This design comes from an exercise in tuning for small area, a short achievable clock period and few clock cycles per item on the open sky130 flow, not from production work.
Where RTL was checked, it was by simulation tests only, not by an equivalence proof against the original.
The RTL of run 7 was laid out without a check of its function.
No activity file was given, so power comes from the tool's default toggle rates.

File: flow/config.mk
export PLATFORM = sky130hd
export DESIGN_NAME = olivia_fec_decoder
export DESIGN_NICKNAME = olivia_fec_decoder
export VERILOG_FILES = /design/flow/design.v
export SDC_FILE = /design/flow/constraint.sdc
export NUM_CORES = 8
export LEC_CHECK = 0
export CAP_MARGIN = 10
export CORE_MARGIN = 2
export CORE_UTILIZATION = 35
export PLACE_DENSITY = 0.55
export SLEW_MARGIN = 10
File: flow/constraint.sdc
create_clock -name core_clock -period 10.0 [get_ports {clk}]
set_input_delay 2.0000 -clock core_clock [delete_from_list [all_inputs] [get_ports {clk}]]
set_output_delay 2.0000 -clock core_clock [all_outputs]
set_load 0.01 [all_outputs]
File: flow/design.v
module olivia_fec_decoder (
    input  wire        clk,
    input  wire        rst,
    input  wire        in_valid,
    output wire        in_ready,
    input  wire [3:0]  in_bps,
    input  wire [47:0] in_soft,
    output wire        out_valid,
    input  wire        out_ready,
    output wire [6:0]  out_char,
    output wire [2:0]  out_index,
    output wire [11:0] out_peak,
    output wire        out_last
);
    localparam [63:0] SCRAMBLING_CODE = 64'hE257E6D0291574EC;
    localparam integer NCRED = 4;    
    function [63:0] scr_tab;
        input integer s;
        integer i, m;
        begin
            for (i = 0; i < 8; i = i + 1)
                for (m = 0; m < 8; m = m + 1)
                    scr_tab[8*i + m] = SCRAMBLING_CODE[(8*s + m + 13*i) % 64];
        end
    endfunction
    genvar s, p, q, x, j;
    reg        rdy;           
    reg [5:0]  ld_t;          
    reg [7:0]  ld_s;          
    reg [7:0]  ld_pm;         
    reg [7:0]  ld_pg;         
    reg [7:0]  ld_mh;         
    reg [2:0]  ld_bm1;        
    reg [7:0]  we;            
    reg [23:0] xsel;          
    reg        dc_busy;       
    reg [2:0]  dc_bm1;        
    reg [7:0]  dc_bh;         
    reg [7:0]  dc_ih;         
    reg [7:0]  dc_mh;         
    reg [7:0]  dc_gh;         
    reg        win;           
    reg        dc_last;       
    reg [NCRED-1:0] cred;     
    reg [7:0]  neg;           
    reg [7:0]  neg4;          
    wire fire = in_valid & rdy;
    reg  [2:0] in_bm1;
    always @(*) begin
        case (in_bps)
            4'd0, 4'd1: in_bm1 = 3'd0;
            4'd2:       in_bm1 = 3'd1;
            4'd3:       in_bm1 = 3'd2;
            4'd4:       in_bm1 = 3'd3;
            4'd5:       in_bm1 = 3'd4;
            4'd6:       in_bm1 = 3'd5;
            4'd7:       in_bm1 = 3'd6;
            default:    in_bm1 = 3'd7;
        endcase
    end
    wire [2:0] dc_m = {dc_mh[4] | dc_mh[5] | dc_mh[6] | dc_mh[7],
                       dc_mh[2] | dc_mh[3] | dc_mh[6] | dc_mh[7],
                       dc_mh[1] | dc_mh[3] | dc_mh[5] | dc_mh[7]};
    wire [7:0] phi  = {dc_mh[5:0], dc_mh[7:6]};
    wire       win_end = win & dc_mh[7];
    wire       out_fire;
    wire       cred_ok = cred[0];
    wire       t0      = (ld_t == 6'd0);
    wire       t63     = (ld_t == 6'd63);
    wire       done    = fire & t63;     
    wire       at_last = |(dc_ih & dc_bh);
    wire       busy_0  = dc_busy & ~(win_end & at_last);
    wire [7:0] ih_0    = win_end ? {dc_ih[6:0], dc_ih[7]} : dc_ih;
    wire [7:0] mh_0    = {dc_mh[6:0], dc_mh[7]};
    wire [7:0] gh_0    = dc_mh[7] ? {dc_gh[6:0], dc_gh[7]} : dc_gh;
    wire       al      = |({dc_gh[6:0], dc_gh[7]} & dc_ih);
    wire       go_0    = busy_0 & dc_mh[7] & cred_ok & (win | al);
    wire       last_0  = (go_0 & |(ih_0 & dc_bh)) | (dc_last & busy_0);
    wire       free_0  = ~busy_0 | last_0;
    wire       go_1    = cred_ok & ld_pg[7];
    wire       last_1  = go_1 & (ld_bm1 == 3'd0);
    wire       go_nx   = done ? go_1 : go_0;
    wire       rephase = ~dc_busy & ld_pg[7] & ld_pm[3] & ~t0;
    wire [7:0] mh_nx   = done ? 8'd1 : rephase ? 8'd16 : mh_0;
    wire [7:0] mh_n    = rephase ? 8'd16 : mh_0;
    wire [7:0] ih_n    = dc_busy ? ih_0 : 8'd1;
    wire [7:0] ih_4    = (busy_0 & ~win_end) ? (win ? {dc_ih[6:0], dc_ih[7]} : dc_ih) :
                         (busy_0 & win_end) ? ih_0 : 8'd1;
    wire       hi_nx   = |mh_n[7:4];
    wire [7:0] i4_nx   = hi_nx ? ih_4 : ih_n;
    wire [7:0] m4_nx   = {mh_n[3:0], mh_n[7:4]};
    wire [7:0] neg_0;
    generate
        for (s = 0; s < 8; s = s + 1) begin : g_neg
            localparam [63:0] TAB = scr_tab(s);
            wire [63:0] hit;
            for (q = 0; q < 64; q = q + 1) begin : g_h
                assign hit[q] = TAB[q] & ih_n[q / 8] & mh_n[q % 8];
            end
            assign neg_0[s] = |hit;
            wire [63:0] hit4;
            for (q = 0; q < 64; q = q + 1) begin : g_h4
                assign hit4[q] = TAB[q] & i4_nx[q / 8] & m4_nx[q % 8];
            end
            always @(posedge clk) neg4[s] <= |hit4;
        end
    endgenerate
    wire [23:0] xs_init;      
    wire [23:0] xs_one;       
    wire [23:0] xs_step;      
    generate
        for (p = 0; p < 8; p = p + 1) begin : g_xs
            localparam [2:0] CW = 3'd0 - p[2:0];
            wire [2:0] src = (ld_t[2:0] == 3'd7) ? xsel[3*((p + 7) % 8) +: 3] : xsel[3*p +: 3];
            assign xs_init[3*p +: 3] = CW;
            assign xs_one[3*p +: 3]  = (in_bm1 == CW) ? 3'd0 : CW + 3'd1;
            assign xs_step[3*p +: 3] = (src == ld_bm1) ? 3'd0 : src + 3'd1;
        end
    endgenerate
    wire [7:0] pm_n   = {ld_pm[6:0], ld_pm[7]};
    wire       rdy_0  = t0 ? free_0 : |(pm_n & ld_mh);
    wire       miss   = rdy & ~in_valid & ~t0;
    wire       rdy_1  = t63 ? last_1 : 1'b1;
    wire [7:0] s_1    = (ld_t[2:0] == 3'd7) ? {ld_s[6:0], ld_s[7]} : ld_s;
    wire [7:0] we_0   = rdy_0 ? ld_s : 8'd0;
    wire [7:0] we_1   = t63 ? (last_1 ? 8'd1 : 8'd0) : s_1;
    always @(posedge clk) begin
        if (rst) begin
            rdy     <= 1'b0;
            ld_t    <= 6'd0;
            ld_s    <= 8'd1;
            ld_pm   <= 8'd1;
            ld_pg   <= 8'd1;
            ld_mh   <= 8'd1;
            ld_bm1  <= 3'd0;
            we      <= 8'd0;
            xsel    <= xs_init;
            dc_busy <= 1'b0;
            dc_bm1  <= 3'd0;
            dc_bh   <= 8'd1;
            dc_ih   <= 8'd1;
            dc_mh   <= 8'd1;
            dc_gh   <= 8'd1;
            win     <= 1'b0;
            dc_last <= 1'b0;
            cred    <= {NCRED{1'b1}};
        end else begin
            rdy     <= fire ? rdy_1 : rdy_0;
            ld_t    <= fire ? ld_t + 6'd1 : ld_t;
            ld_s    <= fire ? s_1 : ld_s;
            ld_pm   <= (fire & t0) ? 8'd2 : pm_n;
            ld_pg   <= (fire & t0) ? 8'd1 : (ld_pm[7] ? {ld_pg[6:0], ld_pg[7]} : ld_pg);
            ld_mh   <= fire ? {ld_mh[6:0], ld_mh[7]} : ld_mh;
            ld_bm1  <= (fire & t0) ? in_bm1 : ld_bm1;
            we      <= fire ? we_1 : we_0;
            xsel    <= fire ? (t63 ? xs_init : t0 ? xs_one : xs_step) :
                       miss ? {xsel[20:0], xsel[23:21]} : xsel;
            dc_busy <= done | busy_0;
            dc_bm1  <= done ? ld_bm1 : dc_bm1;
            dc_bh   <= done ? (8'd1 << ld_bm1) : dc_bh;
            dc_ih   <= done ? 8'd1 : ih_0;
            dc_mh   <= mh_nx;
            dc_gh   <= done ? {ld_pg[6:0], ld_pg[7]} : gh_0;
            win     <= go_nx | (win & ~win_end);
            dc_last <= done ? last_1 : last_0;
            if (go_nx & ~out_fire)
                cred <= {1'b0, cred[NCRED-1:1]};
            else if (out_fire & ~go_nx)
                cred <= {cred[NCRED-2:0], 1'b1};
        end
        neg <= neg_0;
    end
    assign in_ready = rdy;
    wire [47:0] xb;           
    generate
        for (p = 0; p < 8; p = p + 1) begin : g_xb
            assign xb[6*p +: 6] = in_soft[6*xsel[3*p +: 3] +: 6];
        end
    endgenerate
    wire [47:0] taps;
    wire [47:0] taps4;        
    generate
        for (s = 0; s < 8; s = s + 1) begin : g_ring
            reg  [383:0] r;
            wire [383:0] sh = {r[377:0], r[383:378]};
            wire [383:0] nx;
            for (p = 0; p < 8; p = p + 1) begin : g_port
                assign nx[48*p +: 6]      = we[s] ? xb[6*p +: 6] : sh[48*p +: 6];
                assign nx[48*p + 6 +: 42] = sh[48*p + 6 +: 42];
            end
            always @(posedge clk) r <= nx;
            assign taps[6*s +: 6]  = r[383:378];
            assign taps4[6*s +: 6] = r[359:354];
        end
    endgenerate
    reg [7:0] A [0:7];
    generate
        for (q = 0; q < 4; q = q + 1) begin : g_a
            wire [7:0] pa = {{2{taps4[6*q + 5]}}, taps4[6*q +: 6]};
            wire [7:0] pb = {{2{taps4[6*q + 29]}}, taps4[6*q + 24 +: 6]};
            wire [7:0] xp = pa ^ {8{neg4[q]}};
            wire [7:0] vp = (pb ^ {8{neg4[q + 4]}}) + {7'd0, neg4[q + 4]};
            wire [7:0] ua = {{2{taps[6*q + 5]}}, taps[6*q +: 6]};
            wire [7:0] ub = {{2{taps[6*q + 29]}}, taps[6*q + 24 +: 6]};
            wire [7:0] xa = ua ^ {8{neg[q]}};
            wire [7:0] vb = (ub ^ {8{neg[q + 4]}}) + {7'd0, neg[q + 4]};
            wire [7:0] sm, df;
            ks_add #(.W(8)) u_s (.a(vp), .b(xp),  .cin(neg4[q]), .s(sm));
            ks_add #(.W(8)) u_d (.a(vb), .b(~xa), .cin(~neg[q]), .s(df));
            always @(posedge clk) begin
                A[q]     <= sm;
                A[q + 4] <= df;
            end
        end
    endgenerate
    wire [8:0] w2 [0:7];
    wire [9:0] w3 [0:7];
    generate
        for (q = 0; q < 8; q = q + 1) begin : g_b
            if ((q & 1) == 0) begin : g_lo1
                ks_add #(.W(9)) u (.a({A[q + 1][7], A[q + 1]}), .b({A[q][7], A[q]}),
                                   .cin(1'b0), .s(w2[q]));
            end else begin : g_hi1
                ks_add #(.W(9)) u (.a({A[q][7], A[q]}), .b(~{A[q - 1][7], A[q - 1]}),
                                   .cin(1'b1), .s(w2[q]));
            end
            if ((q & 2) == 0) begin : g_lo2
                ks_add #(.W(10)) u (.a({w2[q + 2][8], w2[q + 2]}), .b({w2[q][8], w2[q]}),
                                    .cin(1'b0), .s(w3[q]));
            end else begin : g_hi2
                ks_add #(.W(10)) u (.a({w2[q][8], w2[q]}), .b(~{w2[q - 2][8], w2[q - 2]}),
                                    .cin(1'b1), .s(w3[q]));
            end
        end
    endgenerate
    reg [9:0] B [0:7];
    generate
        for (q = 0; q < 8; q = q + 1) begin : g_breg
            always @(posedge clk) B[q] <= w3[q];
        end
    endgenerate
    wire [9:0] sk [0:7];
    generate
        for (j = 0; j < 8; j = j + 1) begin : g_skew
            localparam integer K = j % 4;
            if (K == 0) begin : g_z
                assign sk[j] = B[j];
            end else begin : g_d
                reg [10*K-1:0] d;
                if (K == 1) begin : g_1
                    always @(posedge clk) d <= B[j];
                end else begin : g_n
                    always @(posedge clk) d <= {d[10*K-11:0], B[j]};
                end
                assign sk[j] = d[10*K-1 -: 10];
            end
        end
    endgenerate
    wire [9:0] dk [0:7];
    generate
        for (x = 0; x < 8; x = x + 1) begin : g_rot
            wire [79:0] terms;
            for (j = 0; j < 8; j = j + 1) begin : g_t
                assign terms[10*j +: 10] = sk[j] & {10{phi[(j + x) % 8]}};
            end
            wire [9:0] sel = terms[9:0]   | terms[19:10] | terms[29:20] | terms[39:30] |
                             terms[49:40] | terms[59:50] | terms[69:60] | terms[79:70];
            wire [9:0] rv = sel;
            if (x == 7) begin : g_z
                assign dk[x] = rv;
            end else begin : g_d
                localparam integer N = 7 - x;
                reg [10*N-1:0] d;
                if (N == 1) begin : g_1
                    always @(posedge clk) d <= rv;
                end else begin : g_n
                    always @(posedge clk) d <= {d[10*N-11:0], rv};
                end
                assign dk[x] = d[10*N-1 -: 10];
            end
        end
    endgenerate
    reg [10:0] C1 [0:7];
    generate
        for (q = 0; q < 8; q = q + 1) begin : g_c1
            wire [10:0] u1;
            if ((q & 1) == 0) begin : g_lo
                ks_add #(.W(11)) u (.a({dk[q + 1][9], dk[q + 1]}), .b({dk[q][9], dk[q]}),
                                    .cin(1'b0), .s(u1));
            end else begin : g_hi
                ks_add #(.W(11)) u (.a({dk[q][9], dk[q]}), .b(~{dk[q - 1][9], dk[q - 1]}),
                                    .cin(1'b1), .s(u1));
            end
            always @(posedge clk) C1[q] <= u1;
        end
    endgenerate
    reg [11:0] C [0:7];
    generate
        for (q = 0; q < 8; q = q + 1) begin : g_c2
            wire [11:0] u2;
            if ((q & 2) == 0) begin : g_lo2
                ks_add #(.W(12)) u (.a({C1[q + 2][10], C1[q + 2]}), .b({C1[q][10], C1[q]}),
                                    .cin(1'b0), .s(u2));
            end else begin : g_hi2
                ks_add #(.W(12)) u (.a({C1[q][10], C1[q]}), .b(~{C1[q - 2][10], C1[q - 2]}),
                                    .cin(1'b1), .s(u2));
            end
            always @(posedge clk) C[q] <= u2;
        end
    endgenerate
    reg [11:0] mg [0:7];
    reg        sg [0:7];
    generate
        for (q = 0; q < 8; q = q + 1) begin : g_m
            wire [12:0] f3;
            if ((q & 4) == 0) begin : g_lo4
                ks_add #(.W(13)) u (.a({C[q + 4][11], C[q + 4]}), .b({C[q][11], C[q]}),
                                    .cin(1'b0), .s(f3));
            end else begin : g_hi4
                ks_add #(.W(13)) u (.a({C[q][11], C[q]}), .b(~{C[q - 4][11], C[q - 4]}),
                                    .cin(1'b1), .s(f3));
            end
            always @(posedge clk) begin
                mg[q] <= f3[11:0] ^ {12{f3[12]}};
                sg[q] <= f3[12];
            end
        end
    endgenerate
    wire [11:0] mag [0:7];
    generate
        for (q = 0; q < 8; q = q + 1) begin : g_mag
            assign mag[q] = mg[q] + {11'd0, sg[q]};
        end
    endgenerate
    reg [11:0] l1m [0:3];
    reg [1:0]  l1i [0:3];     
    generate
        for (q = 0; q < 4; q = q + 1) begin : g_l1
            wire r = mag[2*q + 1] > mag[2*q];
            always @(posedge clk) begin
                l1m[q] <= r ? mag[2*q + 1] : mag[2*q];
                l1i[q] <= r ? {1'b1, sg[2*q + 1]} : {1'b0, sg[2*q]};
            end
        end
    endgenerate
    reg [11:0] l2m [0:1];
    reg [2:0]  l2i [0:1];
    generate
        for (q = 0; q < 2; q = q + 1) begin : g_l2
            wire r = l1m[2*q + 1] > l1m[2*q];
            always @(posedge clk) begin
                l2m[q] <= r ? l1m[2*q + 1] : l1m[2*q];
                l2i[q] <= r ? {1'b1, l1i[2*q + 1]} : {1'b0, l1i[2*q]};
            end
        end
    endgenerate
    wire        l3r = l2m[1] > l2m[0];
    wire [11:0] l3m = l3r ? l2m[1] : l2m[0];
    wire [3:0]  l3i = l3r ? {1'b1, l2i[1]} : {1'b0, l2i[0]};
    reg [11:0] pk_m;
    reg [3:0]  pk_i;          
    always @(posedge clk) begin
        pk_m <= l3m;
        pk_i <= l3i;
    end
    wire [2:0] ypk = dc_m + 3'd5;
    reg [11:0] rm_m;
    reg [6:0]  rm_i;          
    wire take = dc_mh[3] | (pk_m > rm_m);       
    always @(posedge clk) begin
        if (take) begin
            rm_m <= pk_m;
            rm_i <= {ypk, pk_i};
        end
    end
    reg [1:0] wq;
    always @(posedge clk) begin
        if (rst)
            wq <= 2'd0;
        else if (dc_mh[7])
            wq <= {wq[0], win_end};
    end
    wire res_v = dc_mh[3] & wq[1];
    reg  [2:0]  rc_i;
    wire        rc_last = (rc_i == dc_bm1);
    wire [22:0] res = {rc_last, rc_i, rm_i[0], rm_i[6:1], rm_m};    
    always @(posedge clk) begin
        if (rst)
            rc_i <= 3'd0;
        else if (res_v)
            rc_i <= rc_last ? 3'd0 : rc_i + 3'd1;
    end
    reg [22:0] qd [0:NCRED-1];
    reg [2:0]  qn;            
    reg        ov;
    reg [22:0] od;
    assign out_fire = ov & out_ready;
    wire [2:0]  qn_n = qn - {2'd0, out_fire} + {2'd0, res_v};
    wire [22:0] hd_n = out_fire ? ((qn >= 3'd2) ? qd[1] : res) :
                                  ((qn != 3'd0) ? qd[0] : res);
    integer k;
    always @(posedge clk) begin
        if (rst) begin
            qn <= 3'd0;
            ov <= 1'b0;
        end else begin
            qn <= qn_n;
            ov <= (qn_n != 3'd0);
        end
        od <= hd_n;
        if (out_fire) begin
            for (k = 0; k < NCRED - 1; k = k + 1)
                qd[k] <= qd[k + 1];
            if (res_v)
                qd[qn - 3'd1] <= res;
        end else if (res_v) begin
            qd[qn[1:0]] <= res;
        end
    end
    assign out_valid = ov;
    assign out_peak  = od[11:0];
    assign out_char  = od[18:12];
    assign out_index = od[21:19];
    assign out_last  = od[22];
endmodule
module ks_add #(
    parameter integer W = 8
) (
    input  wire [W-1:0] a,
    input  wire [W-1:0] b,
    input  wire         cin,
    output wire [W-1:0] s
);
    function integer levels;
        input integer n;
        integer v;
        begin
            levels = 0;
            for (v = 1; v < n; v = v * 2)
                levels = levels + 1;
        end
    endfunction
    localparam integer L = levels(W);
    wire [W-1:0] p0 = a ^ b;
    wire [W-1:0] g  [0:L];
    wire [W-1:0] pp [0:L];
    assign g[0]  = (a & b) | {{(W-1){1'b0}}, p0[0] & cin};
    assign pp[0] = p0;
    genvar k, i;
    generate
        for (k = 0; k < L; k = k + 1) begin : g_lvl
            for (i = 0; i < W; i = i + 1) begin : g_bit
                if (i >= (1 << k)) begin : g_op
                    assign g[k + 1][i]  = g[k][i] | (pp[k][i] & g[k][i - (1 << k)]);
                    assign pp[k + 1][i] = pp[k][i] & pp[k][i - (1 << k)];
                end else begin : g_pass
                    assign g[k + 1][i]  = g[k][i];
                    assign pp[k + 1][i] = pp[k][i];
                end
            end
        end
    endgenerate
    wire [W-1:0] c = {g[L][W-2:0], cin};
    assign s = p0 ^ c;
endmodule
File: flow/flow/run.sh
#!/bin/bash
# Standard layout with: buf_4 port buffers, no dummy clock loads, clock sink clusters of up to 28 sinks within 60 um,
# and timing repair aiming for 6.9 ns of setup slack.
set -euo pipefail
export BUFFER_PORTS_ARGS="-buffer_cell sky130_fd_sc_hd__buf_4"
export CTS_ARGS="-sink_clustering_enable -repair_clock_nets -dont_use_dummy_load -sink_clustering_size 28 -sink_clustering_max_diameter 60"
export SETUP_SLACK_MARGIN=6.9
bash standard.sh > standard.log 2>&1
File: flow/standard.sh
#!/bin/bash
# synth_recipe.tcl (not shown) runs the flow's synth.tcl, then flattens the netlist and writes it again
# the make line also repeats each setting of config.mk as NAME=value (left out here)
make -C /OpenROAD-flow-scripts/flow DESIGN_CONFIG=/design/flow/config.mk WORK_HOME=/design/flow/orfs CLKGATE_MAP_FILE= SYNTH_SCRIPT=/design/flow/synth_recipe.tcl "${@:-finish}"
==> results of run 1 <==
[registers in the layout, summed over array words and instances (netlist names), 12 cells and up]
name          flops
A                64
B                76
C                90
C1               84
g_ring.r       3072
g_rot.g_d.d     280
g_skew.g_d.d    118
l1m              48
l2m              24
mg               96
od               23
pk_m             12
qd               92
rm_m             12
xsel             24
[cell usage after synthesis, types with 96 or more instances]
library cell,instances
a21oi_1,755
a22oi_1,341
clkbuf_1,340
dfxtp_1,4154
edfxtp_1,111
ha_1,587
inv_1,546
mux2_2,154
mux2i_1,108
mux4_2,96
nand2_1,267
nand4_1,122
nor2_1,776
nor3_1,107
o21ai_0,212
o21bai_1,107
xnor2_1,419
xor2_1,232
[what timing repair did]
item	in CTS	in global routing
gates cloned	7	9
setup endpoints to repair	233	210
buffers inserted	19	46
gates resized for setup	152	265
pin swaps	14	82
[cell type report]
class                           count  area (um2)
Multi-Input combinational cell   5162       40100
Antenna cell                       10        25.0
Sequential cell                  4265       86600
Fill cell                       34298      222000
Timing Repair Buffer              248        2380
Clock buffer                      275        6880
Inverter                          550        2090
Tap cell                         4816        6030
[stage by stage]
| step | power (mW) | hold WS [ps] |
|---|---|---|
| floorplan | 34.8 | 310 |
| global placement | 40.3 | 310 |
| detailed placement | 40.7 | 312 |
| CTS | 51.4 | 172 |
| global route | 55.3 | 168 |
| finish | 52.0 | 183 |
[power by group through the flow]
| stage | clock network [mW] | logic [mW] | registers [mW] |
|---|---|---|---|
| finish | 10.0 | 20.1 | 21.9 |
| global route | 11.0 | 22.1 | 22.2 |
| global placement | 0 | 18.2 | 22.2 |
| detailed placement | 0 | 18.5 | 22.2 |
| CTS | 10.4 | 19.1 | 21.9 |
| floorplan | 0 | 13.6 | 21.1 |
[worst max path at each step]
stage	to	start	depth (start not counted)
floorplan	qd[1][10]	out_ready	7
global placement	qd[2][15]	out_ready	7
detailed placement	qd[2][18]	out_ready	7
CTS	out_index[0]	od[19]	1
global route	out_index[0]	od[19]	1
finish	in_ready	rdy	1
[per-layer routing]
layer / wire, um / up-vias / GRT usage
met3: 12300 / 514 / 0.0195
met4: 10600 / 0 / 0.0538
li1: - / 35035 / -
met5: 0 / - / 0
met1: 135000 / 34719 / 0.204
met2: 132000 / 1751 / 0.241
[cells by family (layout without fill, tap and decap cells)]
family | after synthesis | in the layout
buffers and inverters | 1012 | 1073
AO/OA/AOI/OAI | 1883 | 1886
flip-flops | 4265 | 4265
AND/OR/NAND/NOR | 1630 | 1630
multiplexers | 359 | 359
adder cells (fa/ha/maj) | 636 | 636
other | 0 | 10
XOR/XNOR | 651 | 651
==> key figures, run 1 <==
Status
  • Status: complete, no violations

STA
  • Unrepaired setup endpoints after global routing: true
  • Worst-Margin Slew: ~1300 ps
  • Layout Skew: 132 ps
  • Final Cycle Share: 0.335
  • Total negative slack: 0 ps
  • Fin crit period: 3350 ps
  • Final Hold Fails: 0
  • Slew headroom: 0.139
  • Setup ws final: 6650 ps
  • Final setup vio count: 0
  • Peak Freq: 0.299 GHz
  • Slew Viols, Final: 0

Setup path
  • Slowest-stage cell, CP: dfxtp_4
  • Reg2reg setup slack: 6940 ps
  • Worst setup SP type: register
  • Critical-path cell list: buf_6
  • Worst EP required: ~8000 ps
  • FF-to-FF Start: A[1][0]
  • Worst flop-to-flop path endpoint: B[3][8]
  • WP data arrival: 1350 ps
  • Max stage delay on crit path: 370 ps
  • Crit Path Max Fanout: 2
  • R2r worst-path depth: 15
  • Worst Setup End Kind: output pin
  • Crit path buffers/inverters: 1
  • WS Path Type: reg -> out
  • CP top delay family: flip-flops

Final layout
  • Commonest non-fill, non-tap cells in the layout: dfxtp_1, nor2_1, a21oi_1, ha_1, inv_1
  • Fraction of layout cells with a size suffix above 1: 0.108
  • Fin area: 144,000 um2
  • Fin cells: roughly 15,000
  • Most common cell after layout, fill and taps aside: dfxtp_1
  • P&R area growth vs syn: 11.9%
  • Total Nets Final: 11,194
  • Post-layout util: 0.394

Floorplan
  • Die area: 373,000 um2
  • # IOs: 81
  • DIE HEIGHT: 611 um
  • Die X: 611 um
  • Starting Density: 0.352
  • FP Rows: 222
  • Core area: 366,000 um2

Pwr
  • Power Density: 361 nW/um2
  • Sw frac: 0.356
  • Combinational share of power: 0.386
  • Worst VDD drop: 288 uV
  • Static leakage: 58.4 nW
  • Pint: 33.5 mW
  • Reg power frac: 0.421
  • Psw: 18.5 mW
  • Clock share of power: 0.193

Clocking
  • Clock Tree Root: clkbuf_16
  • H-tree levels: 5
  • Clk Latency, worst-skew pair: 900 ps
  • CTS max path bufs: 4
  • Number of hold buffers added after CTS: 0
  • CTS clk-pin slew, worst paths: 90 ps
  • CTS sink count: 4,265
  • Cts bufs inserted: 275
  • CTS tree: done

Placed design
  • Place WS: 5810 ps
  • GPL Wtd Cong: 0.849
  • Dpl cells: 14,959
  • Port Buf Inserts: 80
  • DPL Wire Length: 200,000 um
  • Placed inst area: approximately 130,000 um2

Logic synthesis
  • Cell taking the most area after synthesis: dfxtp_1
  • Main area contributors after synthesis: dfxtp_1, ha_1, a21oi_1
  • Synth unique cells: 87
  • Mux cell area share after synthesis: 0.0387
  • Post-synthesis adder-cell area fraction: 0.0646
  • Yosys Warn Count: 27
  • Syn_nets: 11,128
  • Most used DFF post-synth: dfxtp_1
  • Post-synthesis async set-or-reset flop share: 0
  • Synth Area in Compound Gates: 0.0928
  • Yosys reg bits: 4,265
  • Syn Area/Cell: 12.3 um2
  • Cell Area, Synth: 129,000 um2
  • Simple-gate portion of the synthesized area: 0.0580
  • Post-Synth XOR/XNOR Area: 0.0442
  • Synth Instances: 10,436
  • Post-synth EDFFs: 111
  • Largest family of logic cells by synthesized area: compound AO/OA/AOI/OAI gates
  • Share of the synthesized area in the top cell type: 0.645
  • Register area share after synthesis: 0.671

Job
  • MaxCap Viol Count: 0

Min path
  • Worst hold path class: reg -> reg
  • Hold endpoint: g_rot[2].g_d.d[13]
  • Hold path start: g_rot[2].g_d.d[3]
  • Hold Path Stages: 0

Routing
  • Detail Route Antenna Nets: 0
  • First-pass DRT Iterations: 9
  • Vias post-DR: 72,019
  • DR WL/cell: 18.9 um
  • Residual DRC: 0
  • Total Routed Length: 290,000 um
  • DR iter-0 viols: 5,480
  • Via density: 4.70

GRT
  • Number of global-route vias before repair: roughly 70,000
  • Initial antenna violation count: 19
  • Largest net degree at the start of global routing: 70
  • GRT Overall Usage: 0.149
  • GR Overflow Total: 0
  • First-pass GRT wire length: 431,000 um
Testbench counts, summed over its fixed seeds: cycles 35,440, chars 1,720.
==> run 2: changes to the inputs <==
--- a/flow/config.mk
+++ b/flow/config.mk
@@ -8,5 +8,5 @@
 export CAP_MARGIN = 10
 export CORE_MARGIN = 2
-export CORE_UTILIZATION = 35
-export PLACE_DENSITY = 0.55
+export CORE_UTILIZATION = 45
+export PLACE_DENSITY = 0.65
 export SLEW_MARGIN = 10
==> run 2 against run 1 <==
Against the previous run: non-clock buffer count decreased by 33; cell area decreased by 2.3%; combinational power about the same; total power decreased by 3.0%; synthesized cell count unchanged; via count is essentially flat; fmax up 0.44%; critical path depth unchanged; worst hold slack improved by 58 ps; core utilization grew 10 points.
==> key figures, run 2 <==
Status
  • Status: complete, no violations

Routing
  • Detail Route Antenna Nets: 0
  • DR iter-0 viols: 5,247
  • Total Routed Length: 273,000 um
  • Residual DRC: 0
  • Via density: 5.08
  • DR WL/cell: a little under 20 um
  • Vias post-DR: roughly 72,000
  • First-pass DRT Iterations: 8

Clocking
  • Cts bufs inserted: roughly 210
  • Clock Tree Root: clkbuf_16
  • Clk Latency, worst-skew pair: 960 ps
  • CTS sink count: 4,265
  • H-tree levels: 4
  • CTS max path bufs: 4
  • CTS clk-pin slew, worst paths: 90 ps
  • CTS tree: done

Final layout
  • Regs by FF count: g_ring.r (3072), g_rot.g_d.d (280), g_skew.g_d.d (118)
  • Multi-input gate area in the final layout: 40,000 um2
  • Most common cell after layout, fill and taps aside: dfxtp_1
  • P&R area growth vs syn: 9.24%
  • Post-layout util: 0.494
  • # fillers: 24,534
  • Sequential Area: between 80,000 and 90,000 um2
  • Largest reg by FF count: g_ring.r
  • Total Nets Final: 11,098
  • Commonest non-fill, non-tap cells in the layout: dfxtp_1, nor2_1, a21oi_1, ha_1, inv_1
  • Fraction of layout cells with a size suffix above 1: 0.0980
  • Max reg flops: about 3,100

Setup path
  • Max stage delay on crit path: between 300 and 400 ps
  • WP data arrival: about 1300 ps
  • Critical-path cell list: buf_6
  • WS Path Type: reg -> out
  • Slowest-stage cell, CP: dfxtp_4
  • CP top delay family: flip-flops
  • Worst setup SP type: register
  • Crit Path Max Fanout: 2
  • Crit path buffers/inverters: 1
  • Worst Setup End Kind: output pin
  • Worst EP required: 8000 ps

Min path
  • Worst hold path class: reg -> reg

STA
  • Final Cycle Share: 0.333
  • Final setup vio count: 0
  • Slew headroom: 0.185
  • Total negative slack: 0 ps
  • Final Hold Fails: 0
  • Fin crit period: 3330 ps
  • Worst-Margin Slew: 1190 ps
  • Slew Viols, Final: 0
  • Unrepaired setup endpoints after global routing: true
  • Peak Freq: 0.300 GHz
  • Layout Skew: roughly 150 ps

Logic synthesis
  • Largest family of logic cells by synthesized area: compound AO/OA/AOI/OAI gates
  • Synth Instances: 10,436
  • Syn_nets: 11,128
  • Post-synthesis adder-cell area fraction: 0.0646
  • Most used DFF post-synth: dfxtp_1
  • Simple-gate portion of the synthesized area: 0.0580
  • Commonest cells post-synth: dfxtp_1, nor2_1, a21oi_1
  • Yosys Warn Count: 27
  • Yosys reg bits: approximately 4,300
  • Post-synth EDFFs: about 110
  • Cell Area, Synth: ~130,000 um2
  • Main area contributors after synthesis: dfxtp_1, ha_1, a21oi_1
  • Cell taking the most area after synthesis: dfxtp_1
  • Count leader, synth: dfxtp_1
  • Post-synthesis async set-or-reset flop share: 0
  • Share of the synthesized area in the top cell type: 0.645
  • Post-Synth XOR/XNOR Area: 0.0442
  • Synth unique cells: 87
  • Syn Area/Cell: 12.3 um2
  • Register area share after synthesis: 0.671
  • Mux cell area share after synthesis: 0.0387
  • Synth Area in Compound Gates: 0.0928

GRT
  • First-pass GRT wire length: between 400,000 and 500,000 um
  • Number of global-route vias before repair: 71,082
  • Largest net degree at the start of global routing: 95
  • GRT Overall Usage: 0.182
  • Initial antenna violation count: 12
  • GR Overflow Total: 0

Floorplan
  • Core area: 285,000 um2
  • # IOs: about 80
  • DIE HEIGHT: 539 um
  • Starting Density: 0.452
  • Die area: 291,000 um2
  • Die X: 539 um
  • FP Rows: 196

Placed design
  • Port Buf Inserts: 80
  • DPL Wire Length: 190,000 um
  • GPL Wtd Cong: between 0.8 and 0.9

Pwr
  • Power Density: approximately 360 nW/um2
  • Static leakage: approximately 57 nW
  • Worst VDD drop: 307 uV

Job
  • MaxCap Viol Count: 0
==> run 2: timing repair <==
item	4_1_cts	5_1_grt
hold buffers	0	0
gates cloned	4	5
endpoints found under the setup margin	219	193
resized for setup	159	224
pin swaps	26	61
buffers inserted	32	30
==> run 2: metal layers <==
layer,track usage,share of wire
met1,0.242,0.45
met2,0.304,0.47
met3,0.0258,0.045
met4,0.0593,0.036
met5,0,0.00014
==> run 2: kinds of logic (layout without fill, tap and decap cells) <==
group / count (synthesis) / count (layout)
compound gates: 1883 / 1883
xor+xnor: 651 / 651
fa+ha+maj: 636 / 636
buf+inv: 1012 / 979
flops: 4265 / 4265
mux: 359 / 359
other cells: 0 / 4
simple gates: 1630 / 1631
==> run 2: final timing paths <==
path / from / endpoint / slack [ps] / cells after the start
min: g_ring[1].r[367] / g_ring[1].r[373] / 240 / 0
min reg2reg: g_ring[1].r[367] / g_ring[1].r[373] / 240 / 0
max reg2reg: C[4][0] / mg[5][9] / 6880 / 15
max: rdy / in_ready / 6670 / 1
==> run 2: through the flow <==
step                setup WS (ps)  power, mW  hold WS, ps  cells  instance area [um2]
global placement             5730       39.9          310  13880               133000
floorplan                    6620       34.8          310  10436               129000
global route                 6600       53.5          253  14168               141000
CTS                          6590       49.7          237  14130               139000
finish                       6670       50.4          241  14170               141000
detailed placement           5780       40.3          312  13880               133000
==> run 2: area by class of cell <==
cell class | instances | share of cell area
multi-input combinational | 5160 | 0.284
clock buffer | 214 | 0.0380
sequential | 4265 | 0.615
tap | 3762 | 0.0334
inverter | 550 | 0.0149
antenna | 4 | 0.0000711
timing repair buffer | 215 | 0.0143
==> run 2: where the power goes <==
part	total, mW	internal (mW)	switching [mW]
logic	19.9	8.65	11.2
clock network	8.71	3.80	4.91
registers	21.8	20.0	1.81
total	50.4	32.5	18.0
==> run 3: changes to the inputs <==
--- a/flow/config.mk
+++ b/flow/config.mk
@@ -8,5 +8,5 @@
 export CAP_MARGIN = 10
 export CORE_MARGIN = 2
-export CORE_UTILIZATION = 45
-export PLACE_DENSITY = 0.65
+export CORE_UTILIZATION = 55
+export PLACE_DENSITY = 0.75
 export SLEW_MARGIN = 10
==> run 3 against run 2 <==
Against the previous run: synthesized area stayed put; wire length is 2.5% higher; flip-flop and latch count stayed put; cell count is 4.4% lower; worst hold slack better by 14 ps; critical path type unchanged; via count is 1.4% higher; global-route usage is 4.3 points higher; core utilization is 11 points higher; clock power is 2.9% lower.
==> key figures, run 3 <==
Status
  • Status: complete, no violations

STA
  • Fin crit period: 3380 ps
  • Final Hold Fails: 0
  • Setup ws final: 6620 ps
  • Worst-Margin Slew: 1200 ps
  • Final Cycle Share: 0.338
  • Slew Viols, Final: 0
  • Total negative slack: 0 ps
  • Unrepaired setup endpoints after global routing: true
  • Peak Freq: just under 0.3 GHz
  • Fin Hold WS: 255 ps
  • Slew headroom: 0.175
  • Final setup vio count: 0
  • Layout Skew: about 150 ps

Logic synthesis
  • Count leader, synth: dfxtp_1
  • Syn_nets: 11,128
  • Main area contributors after synthesis: dfxtp_1, ha_1, a21oi_1
  • Post-synthesis async set-or-reset flop share: 0
  • Most used DFF post-synth: dfxtp_1
  • Yosys Warn Count: 27
  • Cell Area, Synth: 129,000 um2
  • Synth unique cells: 87
  • Yosys reg bits: 4,265
  • Cell taking the most area after synthesis: dfxtp_1
  • Commonest cells post-synth: dfxtp_1, nor2_1, a21oi_1
  • Register area share after synthesis: 0.671
  • Synth Instances: 10,436
  • Post-synth EDFFs: 111
  • Syn Area/Cell: 12.3 um2
  • Share of the synthesized area in the top cell type: 0.645

GRT
  • Initial antenna violation count: 9
  • GR Overflow Total: 0
  • GRT Overall Usage: 0.225
  • Number of global-route vias before repair: 71,471
  • First-pass GRT wire length: 416,000 um
  • Largest net degree at the start of global routing: 87

Placed design
  • GPL Wtd Cong: a little over 0.9
  • DPL Wire Length: 188,000 um
  • Place WS: 5840 ps
  • Port Buf Inserts: 80
  • Placed inst area: about 130,000 um2

Min path
  • Hold path start: g_ring[2].r[206]
  • Worst hold path class: reg -> reg

Clocking
  • CTS clk-pin slew, worst paths: ~100 ps
  • Cts bufs inserted: 204
  • Clock Tree Root: clkbuf_16
  • H-tree levels: 4
  • CTS tree: done
  • Clk Latency, worst-skew pair: 950 ps
  • CTS max path bufs: 3
  • CTS sink count: between 4,000 and 5,000

Setup path
  • WP data arrival: roughly 1400 ps
  • Crit path buffers/inverters: 1
  • Worst Setup End Kind: output pin
  • Slowest-stage cell, CP: dfxtp_4
  • Worst EP required: ~8000 ps
  • Critical-path cell list: buf_6
  • Crit path from: od[19]
  • CP top delay family: flip-flops
  • WS Path Type: reg -> out
  • Worst setup SP type: register
  • FF-to-FF Start: C[4][0]
  • Crit Path Max Fanout: 1
  • Max stage delay on crit path: 380 ps

Final layout
  • Regs by FF count: g_ring.r (3072), g_rot.g_d.d (280), g_skew.g_d.d (118)
  • Commonest non-fill, non-tap cells in the layout: dfxtp_1, nor2_1, a21oi_1, ha_1, inv_1
  • Most common cell after layout, fill and taps aside: dfxtp_1
  • Fin area: 140,000 um2
  • P&R area growth vs syn: 8.48%
  • Total Nets Final: 11,099
  • Fraction of layout cells with a size suffix above 1: 0.0957
  • Largest reg by FF count: g_ring.r
  • Max reg flops: 3,072

Routing
  • Residual DRC: 0
  • DR iter-0 viols: approximately 6,100
  • Via density: 5.39
  • Detail Route Antenna Nets: 0
  • Vias post-DR: 73,016
  • Total Routed Length: between 200,000 and 300,000 um
  • First-pass DRT Iterations: 12
  • DR WL/cell: 20.6 um

Pwr
  • Power Density: 355 nW/um2
  • Static leakage: about 57 nW
  • Worst VDD drop: 346 uV

Floorplan
  • Die area: 238,000 um2
  • Core area: between 200,000 and 250,000 um2
  • Die X: 488 um
  • FP Rows: 177
  • # IOs: 81
  • DIE HEIGHT: around 490 um
  • Starting Density: 0.554

Job
  • MaxCap Viol Count: 0
run 3: final cells by class:
| class | instances | area (um2) |
|---|---|---|
| Inverter | 550 | 2090 |
| Fill cell | 17635 | 93000 |
| Tap cell | 3132 | 3920 |
| Sequential cell | 4265 | 86600 |
| Timing Repair Buffer | 227 | 2320 |
| Clock buffer | 204 | 5100 |
| Antenna cell | 3 | 7.51 |
| Multi-Input combinational cell | 5159 | 39700 |
run 3: per-stage QoR:
stage | std cells | power, mW | utilization
2_1_floorplan | 10436 | 34.8 | -
3_3_place_gp | 13252 | 39.7 | 0.569
3_5_place_dp | 13252 | 40.2 | 0.569
4_1_cts | 13470 | 48.9 | 0.593
5_1_grt | 13538 | 52.5 | 0.601
6_report | 13540 | 49.7 | 0.601
run 3: path summary, 6_finish.rpt:
check | endpoint | slack (ps) | cells past startpoint
worst max-delay path | out_index[0] | 6620 | 1
worst min-delay path | g_ring[2].r[212] | 250 | 0
worst max register to register | mg[4][1] | 6930 | 14
worst min register to register | g_ring[2].r[212] | 250 | 0
run 3: cell families after synthesis:
| logic type | share of synthesized area |
|---|---|
| AOI/OAI and AO/OA | 0.0928 |
| and+or+nand+nor | 0.0580 |
| DFF | 0.671 |
| adders and majority gates | 0.0646 |
| xor gates and xnor gates | 0.0442 |
| muxes | 0.0387 |
| buffers and inverters | 0.0305 |
run 3: metal layers:
| layer | track usage | part of all wire | vias to the layer above |
|---|---|---|---|
| met5 | 0 | 0.00010 | - |
| met4 | 0.0701 | 0.036 | 4 |
| met3 | 0.0269 | 0.054 | 596 |
| met2 | 0.373 | 0.47 | 2304 |
| met1 | 0.308 | 0.44 | 35301 |
| li1 | - | - | 34811 |
run 3: where the power goes:
group / internal, mW / leakage (nW) / switching (mW)
sequential: 20.0 / 35.5 / 1.86
clock: 3.62 / 2.51 / 4.84
combinational: 8.31 / 19.4 / 11.0
run 3: repair_timing:
item,CTS,global route
hold buffers,0,0
setup endpoints to repair,211,223
pin swaps,6,43
gates resized for setup,119,226
cloned,5,18
buffers inserted,9,48
==> run 4: changes to the inputs <==
--- a/flow/config.mk
+++ b/flow/config.mk
@@ -8,5 +8,5 @@
 export CAP_MARGIN = 10
 export CORE_MARGIN = 2
-export CORE_UTILIZATION = 55
-export PLACE_DENSITY = 0.75
+export CORE_UTILIZATION = 50
+export PLACE_DENSITY = 0.68
 export SLEW_MARGIN = 10
==> run 4 against run 3 <==
Against the previous run: clock power grew 1%; critical endpoint is now in_ready; still clean on timing, DRC and antenna; first-iteration DRC count grew 4.4%; sequential power is essentially flat; worst setup slack gained 47 ps; register-to-register slack gained 20 ps; fmax grew 1.4%; critical path type unchanged; highest routed layer unchanged; largest power group unchanged.
==> key figures, run 4 <==
Floorplan
  • # IOs: 81
  • DIE HEIGHT: 512 um
  • Starting Density: 0.502
  • Core area: 257,000 um2
  • Die area: 262,000 um2
  • Die X: around 500 um
  • FP Rows: approximately 190

Logic synthesis
  • Cell Area, Synth: 129,000 um2
  • Yosys Warn Count: 27
  • Share of the synthesized area in the top cell type: 0.645
  • Synth unique cells: 87
  • Most used DFF post-synth: dfxtp_1
  • Post-synthesis async set-or-reset flop share: 0
  • Cell taking the most area after synthesis: dfxtp_1
  • Register area share after synthesis: 0.671
  • Syn_nets: about 11,000
  • Count leader, synth: dfxtp_1
  • Commonest cells post-synth: dfxtp_1, nor2_1, a21oi_1
  • Synth Instances: 10,436
  • Post-synth EDFFs: 111
  • Syn Area/Cell: around 12 um2
  • Main area contributors after synthesis: dfxtp_1, ha_1, a21oi_1
  • Yosys reg bits: around 4,300

Clocking
  • CTS tree: done
  • Number of hold buffers added after CTS: 0
  • CTS max path bufs: 3
  • H-tree levels: 4
  • Cts bufs inserted: roughly 210
  • CTS sink count: 4,265
  • Clock Tree Root: clkbuf_16
  • CTS clk-pin slew, worst paths: 90 ps
  • Clk Latency, worst-skew pair: 930 ps

Final layout
  • P&R area growth vs syn: 8.45%
  • # fillers: 21,011
  • Most common cell after layout, fill and taps aside: dfxtp_1
  • Max reg flops: just over 3,000
  • Commonest non-fill, non-tap cells in the layout: dfxtp_1, nor2_1, a21oi_1, ha_1, inv_1
  • Regs by FF count: g_ring.r (3072), g_rot.g_d.d (280), g_skew.g_d.d (118)
  • Fraction of layout cells with a size suffix above 1: 0.0900
  • Largest reg by FF count: g_ring.r
  • Total Nets Final: ~11,000

GRT
  • Number of global-route vias before repair: ~70,000
  • GR Overflow Total: 0
  • First-pass GRT wire length: around 400,000 um
  • Met2 usage: 0.327
  • Met1 usage: 0.272
  • Layer with the highest usage: met2
  • Initial antenna violation count: 12
  • Largest net degree at the start of global routing: 94
  • GRT Overall Usage: 0.202
  • Met3 Use GR: 0.0320

Job
  • MaxCap Viol Count: 0

STA
  • Worst-Margin Slew: 1170 ps
  • Slew headroom: 0.199
  • Unrepaired setup endpoints after global routing: true
  • Peak Freq: around 0.3 GHz
  • Setup ws final: 6660 ps
  • Layout Skew: 132 ps
  • Final Hold Fails: 0
  • Final Cycle Share: 0.334
  • Fin crit period: 3340 ps
  • Final setup vio count: 0
  • Total negative slack: 0 ps
  • Slew Viols, Final: 0

Pwr
  • Combinational share of power: 0.386
  • Worst VDD drop: 328 uV
  • Pint: 31.9 mW
  • Psw: 17.7 mW
  • Power Density: 354 nW/um2
  • Reg power frac: 0.442
  • Static leakage: 57.3 nW
  • Clock share of power: 0.173
  • Sw frac: 0.356

Placed design
  • DPL Wire Length: 190,000 um
  • Place WS: between 5000 and 6000 ps
  • GPL Wtd Cong: about 0.89
  • Port Buf Inserts: 80

Routing
  • DR WL/cell: 20.0 um
  • Via density: 5.24
  • DR iter-0 viols: 6,324
  • First-pass DRT Iterations: 8
  • Detail Route Antenna Nets: 0
  • Residual DRC: 0
  • Vias post-DR: 72,210
  • Total Routed Length: 276,000 um

Setup path
  • Worst EP required: ~8000 ps
  • Critical-path cell list: buf_6
  • Crit path buffers/inverters: 1
  • Crit Path Max Fanout: 3
  • Reg2reg setup slack: 6950 ps
  • Worst Setup End Kind: output pin
  • Slowest-stage cell, CP: dfxtp_4
  • Max stage delay on crit path: around 380 ps
  • WP data arrival: 1340 ps
  • CP top delay family: flip-flops
  • WS Path Type: reg -> out
  • Worst setup SP type: register

Status
  • Status: complete, no violations

Min path
  • Worst hold path class: reg -> reg
-- run 4: what timing repair did --
item | in CTS | in global routing
resized for setup | 106 | 174
cloned | 3 | 15
setup endpoints to repair | 176 | 223
buffers inserted | 5 | 40
pin swaps | 3 | 30
-- run 4: through the flow --
step / cells / hold slack, ps / power, mW / instance area, um2 / util
2_1_floorplan: 10436 / 310 / 34.8 / 129000 / -
3_3_place_gp: 13507 / 310 / 39.8 / 133000 / 0.517
3_5_place_dp: 13507 / 312 / 40.3 / 133000 / 0.517
4_1_cts: 13724 / 247 / 49.0 / 138000 / 0.539
5_1_grt: 13781 / 244 / 52.4 / 140000 / 0.544
6_report: 13788 / 245 / 49.5 / 140000 / 0.544
-- run 4: kinds of logic after synthesis --
family                     share of synthesized area
DFF                                            0.671
and+or+nand+nor                               0.0580
xor gates and xnor gates                      0.0442
adders and majority gates                     0.0646
buffers and inverters                         0.0305
muxes                                         0.0387
AOI/OAI and AO/OA                             0.0928
-- run 4: routing by layer --
metal	share of wire	wire, um
met1	0.45	124000
met2	0.46	126000
met3	0.052	14300
met4	0.042	11500
met5	0.000047	13
-- run 4: worst paths after layout --
path | start | end | cells past startpoint
worst max-delay path | rdy | in_ready | 1
worst min-delay path | g_ring[5].r[291] | g_ring[5].r[297] | 0
worst max register to register | dc_mh[6] | C1[6][9] | 11
worst min register to register | g_ring[5].r[291] | g_ring[5].r[297] | 0
-- run 4: cell type report --
cell class | count | area, um2 | share of cell area
diodes | 8 | 20.0 | 0.000143
inverters | 550 | 2090 | 0.0150
clock buffers | 209 | 5230 | 0.0374
well taps | 3384 | 4230 | 0.0303
flip-flops and latches | 4265 | 86600 | 0.620
multi-input cells | 5160 | 39500 | 0.282
repair buffers | 212 | 2110 | 0.0151
-- run 4: power groups by stage --
stage / combinational (mW) / clock (mW) / sequential (mW)
6_report: 19.1 / 8.56 / 21.9
5_1_grt: 21.0 / 9.34 / 22.1
4_1_cts: 18.4 / 8.75 / 21.9
3_5_place_dp: 18.1 / 0 / 22.2
3_3_place_gp: 17.6 / 0 / 22.1
2_1_floorplan: 13.6 / 0 / 21.1
==> run 5: changes to the inputs <==
--- a/flow/config.mk
+++ b/flow/config.mk
@@ -6,7 +6,7 @@
 export NUM_CORES = 8
 export LEC_CHECK = 0
-export CAP_MARGIN = 10
+export CAP_MARGIN = 40
 export CORE_MARGIN = 2
 export CORE_UTILIZATION = 50
 export PLACE_DENSITY = 0.68
-export SLEW_MARGIN = 10
+export SLEW_MARGIN = 20
==> run 5 against run 4 <==
Against the previous run: worst hold slack gained 19 ps; sequential power is essentially flat; count of clock-buffer cells in the layout shrank 2; cell count grew 0.33%.
==> key figures, run 5 <==
Floorplan
  • Die X: 512 um
  • DIE HEIGHT: 512 um
  • Core area: around 260,000 um2
  • # IOs: a little over 80
  • Die area: 262,000 um2
  • Starting Density: 0.502
  • FP Rows: 186

Logic synthesis
  • Synth unique cells: 87
  • Synth Instances: ~10,000
  • Cell Area, Synth: 129,000 um2
  • Cell taking the most area after synthesis: dfxtp_1
  • Register area share after synthesis: 0.671
  • Count leader, synth: dfxtp_1
  • Yosys reg bits: approximately 4,300
  • Main area contributors after synthesis: dfxtp_1, ha_1, a21oi_1
  • Syn_nets: 11,128
  • Yosys Warn Count: 27
  • Post-synthesis async set-or-reset flop share: 0
  • Commonest cells post-synth: dfxtp_1, nor2_1, a21oi_1
  • Most used DFF post-synth: dfxtp_1
  • Post-synth EDFFs: 111
  • Share of the synthesized area in the top cell type: 0.645
  • Syn Area/Cell: 12.3 um2

Routing
  • First-pass DRT Iterations: 11
  • Total Routed Length: 274,000 um
  • Via density: 5.23
  • DR iter-0 viols: between 6,000 and 7,000
  • Vias post-DR: 72,285
  • DR WL/cell: 19.8 um
  • Detail Route Antenna Nets: 0
  • Residual DRC: 0

STA
  • Unrepaired setup endpoints after global routing: true
  • Slew headroom: 0.386
  • Final setup vio count: 0
  • Slew Viols, Final: 0
  • Setup ws final: 6660 ps
  • Final Cycle Share: 0.334
  • Final Hold Fails: 0
  • Peak Freq: 0.300 GHz
  • Fin crit period: 3340 ps
  • Total negative slack: 0 ps
  • Worst-Margin Slew: between 900 and 1000 ps
  • Layout Skew: 134 ps

Clocking
  • Number of hold buffers added after CTS: 0
  • CTS tree: done
  • Clock Tree Root: clkbuf_16
  • CTS max path bufs: 3
  • CTS sink count: 4,265
  • CTS clk-pin slew, worst paths: 100 ps
  • H-tree levels: 4
  • Clk Latency, worst-skew pair: 940 ps
  • Cts bufs inserted: 207

Setup path
  • Max stage delay on crit path: 370 ps
  • CP top delay family: flip-flops
  • Critical-path cell list: buf_6
  • Worst EP required: 8000 ps
  • Worst setup SP type: register
  • R2r worst-path depth: 14
  • Crit path buffers/inverters: 1
  • Crit Path Max Fanout: 2
  • Slowest-stage cell, CP: dfxtp_4
  • CP Depth: 1
  • WP data arrival: 1340 ps
  • WS Path Type: reg -> out
  • Worst Setup End Kind: output pin

Pwr
  • Power consumption: approximately 49 mW
  • Power Density: 353 nW/um2
  • Worst VDD drop: 368 uV
  • Static leakage: ~58 nW

GRT
  • Initial antenna violation count: 13
  • Largest net degree at the start of global routing: 55
  • First-pass GRT wire length: 410,000 um
  • Number of global-route vias before repair: between 70,000 and 80,000
  • GRT Overall Usage: 0.201
  • GR Overflow Total: 0

Min path
  • Hold Path Stages: 0
  • Worst hold path class: reg -> reg

Placed design
  • Port Buf Inserts: 80
  • Place WS: 6130 ps
  • Placed inst area: roughly 130,000 um2
  • Dpl cells: ~14,000
  • DPL Wire Length: between 150,000 and 200,000 um
  • GPL Wtd Cong: 0.890

Final layout
  • Fin area: between 100,000 and 150,000 um2
  • Total Nets Final: approximately 11,000
  • P&R area growth vs syn: 8.77%
  • Max reg flops: 3,072
  • Commonest non-fill, non-tap cells in the layout: dfxtp_1, nor2_1, a21oi_1, ha_1, inv_1
  • Fin cells: 13,834
  • Fraction of layout cells with a size suffix above 1: 0.0942
  • Most common cell after layout, fill and taps aside: dfxtp_1
  • Regs by FF count: g_ring.r (3072), g_rot.g_d.d (280), g_skew.g_d.d (118)
  • Largest reg by FF count: g_ring.r

Status
  • Status: complete, no violations

Job
  • MaxCap Viol Count: 0
-- run 5: stage by stage --
step,utilization,hold WS [ps]
floorplan,-,310
global placement,0.517,310
detailed placement,0.519,312
CTS,0.542,254
global route,0.546,265
finish,0.546,265
-- run 5: what timing repair did --
item	4_1_cts	5_1_grt
pin swaps	0	32
endpoints found under the hold margin	0	0
endpoints found under the setup margin	137	210
cloned	4	9
buffers inserted	3	37
resized for setup	112	159
-- run 5: where the power goes --
group,switching [mW],internal (mW)
Sequential,1.79,20.0
Clock,4.84,3.67
Combinational,11.0,8.19
Total,17.6,31.9
-- run 5: cell families (layout without fill, tap and decap cells) --
kind of cell               count (synthesis)  after routing  share of synthesized area
muxes                                    359            359                     0.0387
and+or+nand+nor                         1630           1630                     0.0580
AOI/OAI and AO/OA                       1883           1883                     0.0928
buffers and inverters                   1012           1019                     0.0305
xor gates and xnor gates                 651            651                     0.0442
other                                      0              7                          0
adders and majority gates                636            636                     0.0646
DFF                                     4265           4265                      0.671
-- run 5: cell type report --
| class | count | area, um2 |
|---|---|---|
| flip-flops and latches | 4265 | 86600 |
| fillers | 20920 | 117000 |
| multi-input cells | 5159 | 39400 |
| clock buffers | 207 | 5180 |
| diodes | 7 | 17.5 |
| repair buffers | 262 | 2620 |
| well taps | 3384 | 4230 |
| inverters | 550 | 2090 |
-- run 5: layer usage --
metal  vias up  wire, um  track usage
li1      34952         -            -
met1     34813    124000        0.273
met2      1993    126000        0.330
met3       525     13500       0.0273
met4         2     10300       0.0717
met5         -        13            0
-- run 5: worst paths after layout --
path	startpoint	slack, ps	end
worst min-delay path	g_ring[6].r[63]	260	g_ring[6].r[69]
worst min register to register	g_ring[6].r[63]	260	g_ring[6].r[69]
worst max-delay path	rdy	6660	in_ready
worst max register to register	A[1][0]	7000	B[1][8]
==> run 6: changes to the inputs <==
==> flow/flow/run.sh (replaced) <==
#!/bin/bash
# Standard layout with: buf_4 port buffers, no dummy clock loads, clock sink clusters of up to 28 sinks within 60 um,
# and timing repair aiming for 7.0 ns of setup slack.
set -euo pipefail
export BUFFER_PORTS_ARGS="-buffer_cell sky130_fd_sc_hd__buf_4"
export CTS_ARGS="-sink_clustering_enable -repair_clock_nets -dont_use_dummy_load -sink_clustering_size 28 -sink_clustering_max_diameter 60"
export SETUP_SLACK_MARGIN=7.0
bash standard.sh > standard.log 2>&1
==> run 6 against run 5 <==
Against the previous run: via count decreased by 0.15%; sequential power about the same; worst setup slack got worse by 65 ps; fmax decreased by 1.9%.
==> key figures, run 6 <==
Status
  • Status: complete, no violations

Clocking
  • CTS sink count: 4,265
  • CTS max path bufs: 4
  • Clk Latency, worst-skew pair: roughly 960 ps
  • Clock Tree Root: clkbuf_16
  • CTS clk-pin slew, worst paths: 100 ps
  • CTS tree: done
  • H-tree levels: 4
  • Cts bufs inserted: 219
  • Number of hold buffers added after CTS: 0

Setup path
  • Crit Path Max Fanout: 2
  • Critical-path cell list: buf_6
  • CP top delay family: flip-flops
  • Worst Setup End Kind: output pin
  • Slowest-stage cell, CP: dfxtp_4
  • Worst EP required: 8000 ps
  • Max stage delay on crit path: 400 ps
  • WP data arrival: 1400 ps
  • WS Path Type: reg -> out
  • Crit path buffers/inverters: 1
  • Worst setup SP type: register

Logic synthesis
  • Syn Area/Cell: 12.3 um2
  • Register area share after synthesis: 0.671
  • Cell Area, Synth: 129,000 um2
  • Count leader, synth: dfxtp_1
  • Main area contributors after synthesis: dfxtp_1, ha_1, a21oi_1
  • Post-synth EDFFs: 111
  • Yosys Warn Count: 27
  • Post-synthesis async set-or-reset flop share: 0
  • Synth unique cells: 87
  • Yosys reg bits: 4,265
  • Syn_nets: 11,128
  • Commonest cells post-synth: dfxtp_1, nor2_1, a21oi_1
  • Share of the synthesized area in the top cell type: 0.645
  • Cell taking the most area after synthesis: dfxtp_1
  • Synth Instances: 10,436
  • Most used DFF post-synth: dfxtp_1

STA
  • Worst-Margin Slew: approximately 850 ps
  • Slew Viols, Final: 0
  • Setup ws final: 6600 ps
  • Fin Hold WS: between 200 and 250 ps
  • Unrepaired setup endpoints after global routing: true
  • Fin crit period: approximately 3400 ps
  • Peak Freq: 0.294 GHz
  • Total negative slack: 0 ps
  • Layout Skew: 140 ps
  • Final Cycle Share: 0.340
  • Final setup vio count: 0
  • Slew headroom: 0.425
  • Final Hold Fails: 0

Pwr
  • Worst VDD drop: 348 uV
  • Power Density: 357 nW/um2
  • Static leakage: 57.7 nW

GRT
  • Met2 usage: 0.337
  • Number of global-route vias before repair: 72,028
  • First-pass GRT wire length: slightly above 400,000 um
  • Met1 usage: 0.268
  • Met3 Use GR: 0.0264
  • Layer with the highest usage: met2
  • Largest net degree at the start of global routing: 55
  • GRT Overall Usage: 0.202
  • GR Overflow Total: 0
  • Initial antenna violation count: 7

Placed design
  • GPL Wtd Cong: 0.890
  • DPL Wire Length: 190,000 um
  • Placed inst area: between 100,000 and 150,000 um2
  • Place WS: 6110 ps
  • Dpl cells: ~14,000
  • Port Buf Inserts: 80

Floorplan
  • DIE HEIGHT: 512 um
  • Die area: 262,000 um2
  • # IOs: 81
  • FP Rows: 186
  • Core area: between 200,000 and 300,000 um2
  • Starting Density: 0.502
  • Die X: between 500 and 600 um

Routing
  • Detail Route Antenna Nets: 0
  • First-pass DRT Iterations: 7
  • DR iter-0 viols: roughly 5,400
  • DR WL/cell: between 15 and 20 um
  • Residual DRC: 0
  • Total Routed Length: 275,000 um
  • Vias post-DR: between 70,000 and 80,000
  • Via density: 5.22

Final layout
  • Largest reg by FF count: g_ring.r
  • Most common cell after layout, fill and taps aside: dfxtp_1
  • P&R area growth vs syn: 9.68%
  • Total Nets Final: 11,124
  • Fin cells: 13,818
  • Fraction of layout cells with a size suffix above 1: 0.110
  • Regs by FF count: g_ring.r (3072), g_rot.g_d.d (280), g_skew.g_d.d (118)
  • Commonest non-fill, non-tap cells in the layout: dfxtp_1, nor2_1, a21oi_1, ha_1, inv_1
  • # fillers: roughly 21,000
  • Fin area: 141,000 um2
  • Max reg flops: ~3,100

Job
  • MaxCap Viol Count: 0

Min path
  • Worst hold path class: reg -> reg
[run 6: timing repair]
| action | 4_1_cts | 5_1_grt |
|---|---|---|
| pin swaps | 11 | 58 |
| gates cloned | 5 | 13 |
| setup buffers | 12 | 36 |
| setup endpoints to repair | 186 | 247 |
| resized for setup | 147 | 290 |
[run 6: kinds of logic after synthesis]
| group | synth area share |
|---|---|
| multiplexers | 0.0387 |
| AND/OR/NAND/NOR | 0.0580 |
| buffers and inverters | 0.0305 |
| adder cells (fa/ha/maj) | 0.0646 |
| XOR/XNOR | 0.0442 |
| flip-flops | 0.671 |
| AO/OA/AOI/OAI | 0.0928 |
[run 6: through the flow]
step	utilization	total power [mW]
floorplan	-	34.8
global placement	0.518	39.9
detailed placement	0.519	40.5
CTS	0.544	49.6
global route	0.551	53.5
finish	0.551	50.5
[run 6: final timing paths]
check,startpoint,to,slack (ps),depth (start not counted)
hold / removal,g_ring[1].r[342],g_ring[1].r[348],220,0
setup / recovery,rdy,in_ready,6600,1
setup reg to reg,A[5][0],B[5][8],7000,14
hold reg to reg,g_ring[1].r[342],g_ring[1].r[348],220,0
[run 6: cell type report]
| class | instances | area (um2) | area share |
|---|---|---|---|
| clock buffers | 219 | 5480 | 0.0388 |
| well taps | 3384 | 4230 | 0.0300 |
| multi-input cells | 5161 | 40300 | 0.285 |
| flip-flops and latches | 4265 | 86700 | 0.613 |
| inverters | 550 | 2100 | 0.0148 |
| diodes | 4 | 10.0 | 0.0000708 |
| repair buffers | 235 | 2510 | 0.0178 |
[run 6: where the power goes]
| group | leakage (nW) | total, mW | internal [mW] | switching, mW |
|---|---|---|---|---|
| Sequential | 35.5 | 21.9 | 20.0 | 1.82 |
| Combinational | 19.5 | 19.8 | 8.58 | 11.2 |
| Clock | 2.70 | 8.81 | 3.88 | 4.93 |
[run 6: routing by layer]
metal	part of all wire	vias to the layer above	wire length [um]
li1	-	34879	-
met1	0.45	34845	123000
met2	0.47	1834	128000
met3	0.044	611	12200
met4	0.044	4	12000
met5	0.00012	-	32
==> run 7: changes to the inputs <==
--- a/flow/design.v
+++ b/flow/design.v
@@ -257,14 +257,22 @@
         end
     endgenerate
+    wire [2:0] kr = {phi[4] | phi[5] | phi[6] | phi[7], phi[2] | phi[3] | phi[6] | phi[7],
+                    phi[1] | phi[3] | phi[5] | phi[7]};
+    wire [9:0] r0 [0:7];
+    wire [9:0] r1 [0:7];
+    wire [9:0] r2 [0:7];
+    wire [9:0] r3 [0:7];
+    generate
+        for (x = 0; x < 8; x = x + 1) begin : g_rv
+            assign r0[x] = sk[(8 - x) % 8];
+            assign r1[x] = kr[0] ? r0[(x + 7) % 8] : r0[x];
+            assign r2[x] = kr[1] ? r1[(x + 6) % 8] : r1[x];
+            assign r3[x] = kr[2] ? r2[(x + 4) % 8] : r2[x];
+        end
+    endgenerate
     wire [9:0] dk [0:7];
     generate
         for (x = 0; x < 8; x = x + 1) begin : g_rot
-            wire [79:0] terms;
-            for (j = 0; j < 8; j = j + 1) begin : g_t
-                assign terms[10*j +: 10] = sk[j] & {10{phi[(j + x) % 8]}};
-            end
-            wire [9:0] sel = terms[9:0]   | terms[19:10] | terms[29:20] | terms[39:30] |
-                             terms[49:40] | terms[59:50] | terms[69:60] | terms[79:70];
-            wire [9:0] rv = sel;
+            wire [9:0] rv = r3[x];
             if (x == 7) begin : g_z
                 assign dk[x] = rv;
==> flow/flow/run.sh (replaced) <==
#!/bin/bash
# Standard layout with: buf_4 port buffers, no dummy clock loads, clock sink clusters of up to 28 sinks within 60 um,
# and timing repair aiming for 6.9 ns of setup slack.
set -euo pipefail
export BUFFER_PORTS_ARGS="-buffer_cell sky130_fd_sc_hd__buf_4"
export CTS_ARGS="-sink_clustering_enable -repair_clock_nets -dont_use_dummy_load -sink_clustering_size 28 -sink_clustering_max_diameter 60"
export SETUP_SLACK_MARGIN=6.9
bash standard.sh > standard.log 2>&1
--- a/flow/config.mk
+++ b/flow/config.mk
@@ -6,7 +6,7 @@
 export NUM_CORES = 8
 export LEC_CHECK = 0
-export CAP_MARGIN = 40
+export CAP_MARGIN = 10
 export CORE_MARGIN = 2
 export CORE_UTILIZATION = 50
 export PLACE_DENSITY = 0.68
-export SLEW_MARGIN = 20
+export SLEW_MARGIN = 10
==> run 7 against run 6 <==
Against the previous run: still clean on timing, DRC and antenna; fmax is 12% lower; worst setup slack worse by 460 ps; flip-flop and latch count stayed put; core utilization is 0.26 points higher; via count is 4.0% lower; critical path type is now reg -> reg; critical endpoint is now C1[6][10]; largest cell class unchanged.
==> key figures, run 7 <==
STA
  • Total negative slack: 0 ps
  • Slew headroom: 0.122
  • Final setup vio count: 0
  • Slew Viols, Final: 0
  • Fin crit period: 3860 ps

Logic synthesis
  • Syn_nets: 10,865
  • Post-synthesis async set-or-reset flop share: 0
  • Synth unique cells: slightly above 90
  • Register area share after synthesis: 0.674
  • Post-synth EDFFs: 111
  • Cell Area, Synth: 128,000 um2
  • Cell taking the most area after synthesis: dfxtp_1

Floorplan
  • Core area: 255,000 um2
  • DIE HEIGHT: 511 um
  • Die area: 261,000 um2
  • Starting Density: 0.504

GRT
  • Initial antenna violation count: 21
  • Met3 Use GR: 0.0278
  • Number of global-route vias before repair: 68,782
  • Met2 usage: 0.339
  • Largest net degree at the start of global routing: between 90 and 100

Setup path
  • Worst Setup End Kind: register
  • WP data arrival: 4590 ps
  • Crit Path Max Fanout: 5
  • WS Path Type: reg -> reg
  • Reg2reg setup slack: 6140 ps
  • Worst setup SP type: register
  • Worst flop-to-flop path endpoint: C1[6][10]

Clocking
  • CTS sink count: 4,265
  • Clk Latency, worst-skew pair: approximately 900 ps
  • CTS max path bufs: 3
  • CTS tree: done
  • Cts bufs inserted: 207

Final layout
  • Multi-input gate area in the final layout: 40,300 um2
  • Post-layout util: 0.553
  • P&R area growth vs syn: 9.82%
  • Fraction of layout cells with a size suffix above 1: 0.115
  • # fillers: 20,585
  • Most common cell after layout, fill and taps aside: dfxtp_1

Min path
  • Worst hold path class: reg -> reg

Routing
  • DR WL/cell: 19.4 um
  • DR iter-0 viols: 4,318
  • First-pass DRT Iterations: 6
  • Vias post-DR: roughly 69,000

Status
  • Status: complete, no violations

Placed design
  • GPL Wtd Cong: 0.878
  • Port Buf Inserts: 80
  • DPL Wire Length: ~180,000 um

Pwr
  • Worst VDD drop: 341 uV
-- run 7: cell families (layout without fill, tap and decap cells) --
logic type	after synthesis	count (layout)	synth area share
AND/OR/NAND/NOR	1506	1508	0.0536
buffers and inverters	927	1055	0.0277
AO/OA/AOI/OAI	1586	1588	0.0759
flip-flops	4265	4265	0.674
other	0	4	0
multiplexers	595	595	0.0586
adder cells (fa/ha/maj)	637	637	0.0650
XOR/XNOR	656	656	0.0448
-- run 7: worst min-delay path by stage --
stage	start	endpoint	slack (ps)	cells past startpoint
after detailed placement	g_ring[1].r[147]	g_ring[1].r[153]	310	0
after floorplan	g_ring[0].r[96]	g_ring[0].r[102]	310	0
after global placement	g_ring[1].r[102]	g_ring[1].r[108]	310	0
final	g_ring[6].r[376]	g_ring[6].r[382]	250	0
after CTS	g_ring[6].r[376]	g_ring[6].r[382]	240	0
after global routing	g_ring[6].r[376]	g_ring[6].r[382]	250	0
-- run 7: cell type report --
class	instances	share of cell area
Antenna cell	4	0.0000711
Clock buffer	207	0.0368
Inverter	585	0.0159
Multi-Input combinational cell	4984	0.286
Sequential cell	4265	0.615
Tap cell	3366	0.0299
Timing Repair Buffer	261	0.0166
Timing Repair inverter	2	0.000124
-- run 7: through the flow --
stage | instance area [um2] | hold slack (ps) | setup WS [ps] | total power [mW] | cells
after detailed placement | 133000 | 312 | 5440 | 41.6 | 13341
after CTS | 139000 | 241 | 6160 | 50.7 | 13617
final | 141000 | 248 | 6140 | 51.3 | 13674
after floorplan | 129000 | 310 | 6280 | 35.7 | 10172
after global routing | 141000 | 250 | 6010 | 54.5 | 13673
after global placement | 133000 | 309 | 5310 | 41.3 | 13341
-- run 7: layer usage --
layer | share of wire | vias to the layer above
met3 | 0.039 | 451
met2 | 0.48 | 1325
met4 | 0.031 | 10
met1 | 0.45 | 33472
li1 | - | 34007
met5 | 0.00024 | -
-- run 7: what timing repair did --
item,CTS,global route
endpoints found under the setup margin,271,259
hold buffers,0,0
gates cloned,9,6
gates resized for setup,191,238
setup buffers,60,47
pin swaps,36,69
-- run 7: power breakdown --
part           leakage [nW]  total, mW  internal [mW]  switching, mW
Combinational          20.5       21.0           9.30           11.7
Clock                  2.55       8.53           3.67           4.87
Sequential             35.5       21.8           20.2           1.64
-- run 7: critical path: stages (launching register included) --
cell	delay (ps)
dfxtp_4	360
or4_4	650
buf_16	210
mux2i_1	200
mux2i_1	110
mux2i_1	270
buf_4	170
buf_6	80
buf_6	80
buf_6	80
inv_4	30
ha_4	150
fa_2	340
nand2b_1	100
a21oi_2	70
o21bai_1	140
a21oi_1	90
nor2_1	160
o21bai_1	110
a21oi_2	190
o221a_2	200

Re-timed with assumed drivers on the ports (clkbuf_16 on the clock, buf_2 on other inputs), run 7 has 6.136 ns of setup slack against 6.136 ns with ideal ports, and 6.009 ns once port delays also move by the mid clock arrival of 0.916 ns.
